This is an optimization exercise on Yosys and OpenROAD, whose aim is a short achievable clock period and few clock cycles per item, not a production implementation.
RTL that was checked went through simulation tests only; none was proved equivalent to the original.
No activity file was given, so power comes from the tool's default toggle rates.

## the reference run
## mtp40c_pe
module mtp40c_pe (
    input  wire        clk,
    input  wire        rst,         
    input  wire        cmd_valid,
    output wire        cmd_ready,
    input  wire [39:0] cmd_word,
    output wire        done,
    output wire [31:0] result,
    output wire [2:0]  status,
    input  wire [31:0] now_ms,
    output wire        tx_valid,
    output wire [7:0]  tx_data,
    input  wire        tx_ready,
    input  wire        rx_valid,
    input  wire [7:0]  rx_data,
    output wire        rx_ready
);
Size: about 7400 cells after synthesis, about 820 flip-flops, ~64000 µm² of cells after synthesis.
export LEC_CHECK = 0
export ABC_CLOCK_PERIOD_IN_PS = 2500
export CAP_MARGIN = 20
export CORE_MARGIN = 2
export CORE_UTILIZATION = 40
export SLEW_MARGIN = 20
export TNS_END_PERCENT = 100
create_clock -name core_clock -period 10.0 [get_ports {clk}]
standard.sh (not shown) runs the stock make flow with config.mk's settings and CLKGATE_MAP_FILE= SYNTH_SCRIPT=/design/flow/synth_recipe.tcl, a recipe that flattens the netlist after the stock synthesis.
==> flow/flow/run.sh <==
#!/bin/bash
# The standard layout (standard.sh: unchanged synthesis, floorplan, power
# grid, placement, CTS and routing) with three repair settings changed:
#  - timing repair aims at 7 ns of setup slack instead of 0, so that it keeps
#    improving the critical paths past the point where the clock is met;
#  - the port buffers are buf_4 cells (the default pick here is a delay
#    cell), still one buffer on every input and output port;
#  - resizing may change a cell's footprint.
# make's full output goes to standard_flow.log in this folder; each ORFS
# step's own log stays under orfs/logs/.
set -uo pipefail
bash standard.sh SETUP_SLACK_MARGIN=7 MATCH_CELL_FOOTPRINT=0 \
    "BUFFER_PORTS_ARGS=-buffer_cell sky130_fd_sc_hd__buf_4" finish \
    > standard_flow.log 2>&1
Edits applied to the flow inputs when going from the reference run to the trial run:
--- a/flow/design.v
+++ b/flow/design.v
@@ -280,14 +280,52 @@
                 OP_GETAIRP:  timeout_sentinel = F32_M999;
                 OP_SCSTATUS: timeout_sentinel = 32'h00000002;
                 OP_GETHOURS: timeout_sentinel = 32'h0000FFFF;
                 default:     timeout_sentinel = 32'h00000000;
             endcase
         end
     endfunction
+    function gt32;
+        input [31:0] a;
+        input [31:0] b;
+        reg   [31:0] g;
+        reg   [31:0] e;
+        integer w, k;
+        begin
+            g = a & ~b;
+            e = ~(a ^ b);
+            for (w = 1; w < 32; w = w * 2) begin
+                for (k = 0; k + w < 32; k = k + 2 * w) begin
+                    g[k] = g[k + w] | (e[k + w] & g[k]);
+                    e[k] = e[k + w] & e[k];
+                end
+            end
+            gt32 = g[0];
+        end
+    endfunction
+    function [32:0] add32;
+        input [31:0] a;
+        input [31:0] b;
+        reg   [31:0] p;
+        reg   [31:0] gg;
+        reg   [31:0] pp;
+        integer w, k;
+        begin
+            p  = a ^ b;
+            gg = a & b;
+            pp = p;
+            for (w = 1; w < 32; w = w * 2) begin
+                for (k = 31; k >= w; k = k - 1) begin
+                    gg[k] = gg[k] | (pp[k] & gg[k - w]);
+                    pp[k] = pp[k] & pp[k - w];
+                end
+            end
+            add32 = {gg[31], p ^ {gg[30:0], 1'b0}};
+        end
+    endfunction
     function [7:0] buf_byte;
         input [191:0] b;
         input [4:0]   i;
         begin
             case (i)
                 5'd0:  buf_byte = b[  7:  0];
                 5'd1:  buf_byte = b[ 15:  8];
@@ -368,16 +406,17 @@
     assign tx_data   = tx_byte;
     assign rx_ready  = rx_rdy;
     wire [7:0]  w_op    = cmd_word[39:32];
     wire [31:0] w_v     = cmd_word[31:0];
     wire [7:0]  w_cl    = w_v[15:8];
     wire [7:0]  w_rl    = w_v[7:0];
     wire        w_legal = legal_word(w_op, w_v);
-    wire w_cached = lr_wrap ? (now_ms >= lastread || now_ms < lr_end)
-                            : (now_ms >= lastread && now_ms < lr_end);
+    wire w_after  = !gt32(lastread, now_ms);      
+    wire w_before = gt32(lr_end, now_ms);         
+    wire w_cached = lr_wrap ? (w_after || w_before) : (w_after && w_before);
     localparam [1:0] K_DONE = 2'd0;    
     localparam [1:0] K_TX   = 2'd1;    
     localparam [1:0] K_DEC  = 2'd2;    
     reg [1:0]  w_kind;
     reg [31:0] f_result;
     reg [2:0]  f_status;
     reg [4:0]  w_len;                  
@@ -425,23 +464,25 @@
                     w_rlen = w_rl[4:0];
                 end
                 OP_SETADDR: begin
                     if (w_v[7:0] > ADDR_MAX) f_status = ST_VALID;
                     else                     w_kind   = K_TX;
                 end
                 OP_SETAIRP: begin
-                    if (w_v < APR_MIN || w_v > APR_MAX) f_status = ST_VALID;
+                    if (gt32(APR_MIN, w_v) || gt32(w_v, APR_MAX)) f_status = ST_VALID;
                     else                                w_kind   = K_TX;
                 end
                 OP_SETSPC: begin
-                    if (w_v[15:0] < SPC_MIN || w_v[15:0] > SPC_MAX) f_status = ST_VALID;
+                    if (gt32({16'd0, SPC_MIN}, {16'd0, w_v[15:0]}) ||
+                        gt32({16'd0, w_v[15:0]}, {16'd0, SPC_MAX})) f_status = ST_VALID;
                     else                                            w_kind   = K_TX;
                 end
                 OP_SETHOURS: begin
-                    if (w_v[15:0] < HRS_MIN || w_v[15:0] > HRS_MAX) f_status = ST_VALID;
+                    if (gt32({16'd0, HRS_MIN}, {16'd0, w_v[15:0]}) ||
+                        gt32({16'd0, w_v[15:0]}, {16'd0, HRS_MAX})) f_status = ST_VALID;
                     else                                            w_kind   = K_TX;
                 end
                 OP_GETGAS: begin
                     f_result = {16'd0, gas};          
                     if (!w_cached) w_kind = K_TX;
                 end
                 OP_GETAIRP: begin
@@ -452,15 +493,15 @@
                 OP_GETHOURS:
                     w_kind = K_TX;
                 default: ;    
             endcase
         end
     end
     wire [7:0] addr_byte = specific ? addr : BROADCAST;
-    wire [32:0] lr_sum   = {1'b0, lastread} + {1'b0, RATE_WINDOW};
+    wire [32:0] lr_sum   = add32(lastread, RATE_WINDOW);
     reg [191:0] crc_mask;
     integer m;
     always @(*) begin
         for (m = 0; m < 24; m = m + 1)
             crc_mask[8*m +: 8] = (m < operand[4:0]) ? txbuf[8*m +: 8] : 8'h00;
     end
     wire [15:0] fold_y;
@@ -480,20 +521,20 @@
     wire [7:0] tx_next = (trem == 5'd2) ? crc_lo_next :
                          (trem == 5'd1) ? crc[15:8] : frame_byte;
     wire tx_go   = tx_r && tx_ready;
     wire tx_last = tx_go && (trem == 5'd0);
     wire take     = rx_rdy && rx_valid;
     wire now_same = (now_ms == now_p);
     wire late_p   = !rx_first &&
-                    (dl_wrap ? (now_p > dline && now_p < tstart)
-                             : (now_p > dline || now_p < tstart));
+                    (dl_wrap ? (gt32(now_p, dline) && gt32(tstart, now_p))
+                             : (gt32(now_p, dline) || gt32(tstart, now_p)));
     wire rx_late  = now_same && late_p;             
     wire rx_ok    = now_same && !late_p;            
     wire rx_end   = take && (rrem == 5'd1);
-    wire [32:0] dline_sum = {1'b0, tstart} + {1'b0, timeout};
+    wire [32:0] dline_sum = add32(tstart, timeout);
     function [7:0] rb;
         input integer i;
         begin
             rb = respbuf[8*i +: 8];
         end
     endfunction
     reg [31:0] x_result;
### Flow results
Compared with the reference run, the trial run shows a higher share of total power in combinational logic. Reported max-cap violation count: the trial run vs the reference run identical. The trial run ended up with cmd_word[0] as its startpoint of the worst setup timing path; the reference run ended up with now_ms[0]. Compared with the reference run, the trial run shows total global-route track usage higher by 3.9 points. The trial run vs the reference run: compound-gate portion of the synthesized area up. Final instance area: the trial run and the reference run compared, higher one is the trial run. The reference run → the trial run: total via count in the routed design climbed 2558; clock slew at the register clock pins of the worst setup and hold paths barely changed; final non-filler cell total climbed 249; sequential share of layout area dropped 1.4 points. The trial run ended up with sky130_fd_sc_hd__or3_4 as its standard cell with the maximum stage delay on the critical path; the reference run ended up with sky130_fd_sc_hd__a2111oi_4.
Testbench counts of the trial run, summed over its fixed seeds: cycles 49,071, commands 4,800.
The RTL of the reference run was laid out without a check of its function.

==> re-timing with driven ports <==
How much do the figures lean on ideal ports? The routed layouts below were timed once more, with nothing changed but the port constraints.
Step 1, drivers: a clkbuf_16 drives clk and a buf_2 each remaining input, both assumed.
Step 2 adds t to the input delays and takes it off the output delays; t is the mean of the earliest and latest rising clock arrival at the registers after step 1. Input paths then give back, and output paths get back, about the clock's delay inside the block.
a / b / c = ideal / step 1 / step 2; a / b = the first two.
| run | t (ns) | setup WS [ns] | worst setup path at the end | slew at the worst register clock pin (ns) | worst data-port slew with drivers (ns) |
|---|---|---|---|---|---|
| the reference run | 0.804 | 5.153 / 5.170 / 4.365 | input to register | 0.08 / 0.08 | 0.24 |
| the trial run | 0.820 | 5.196 / 5.242 / 4.422 | input to register | 0.07 / 0.07 | 0.47 |
After both steps every run listed still meets setup and hold. The setup slack of the reference run, which loses most, moves by +0.017 ns with the drivers and by -0.788 ns with both steps.
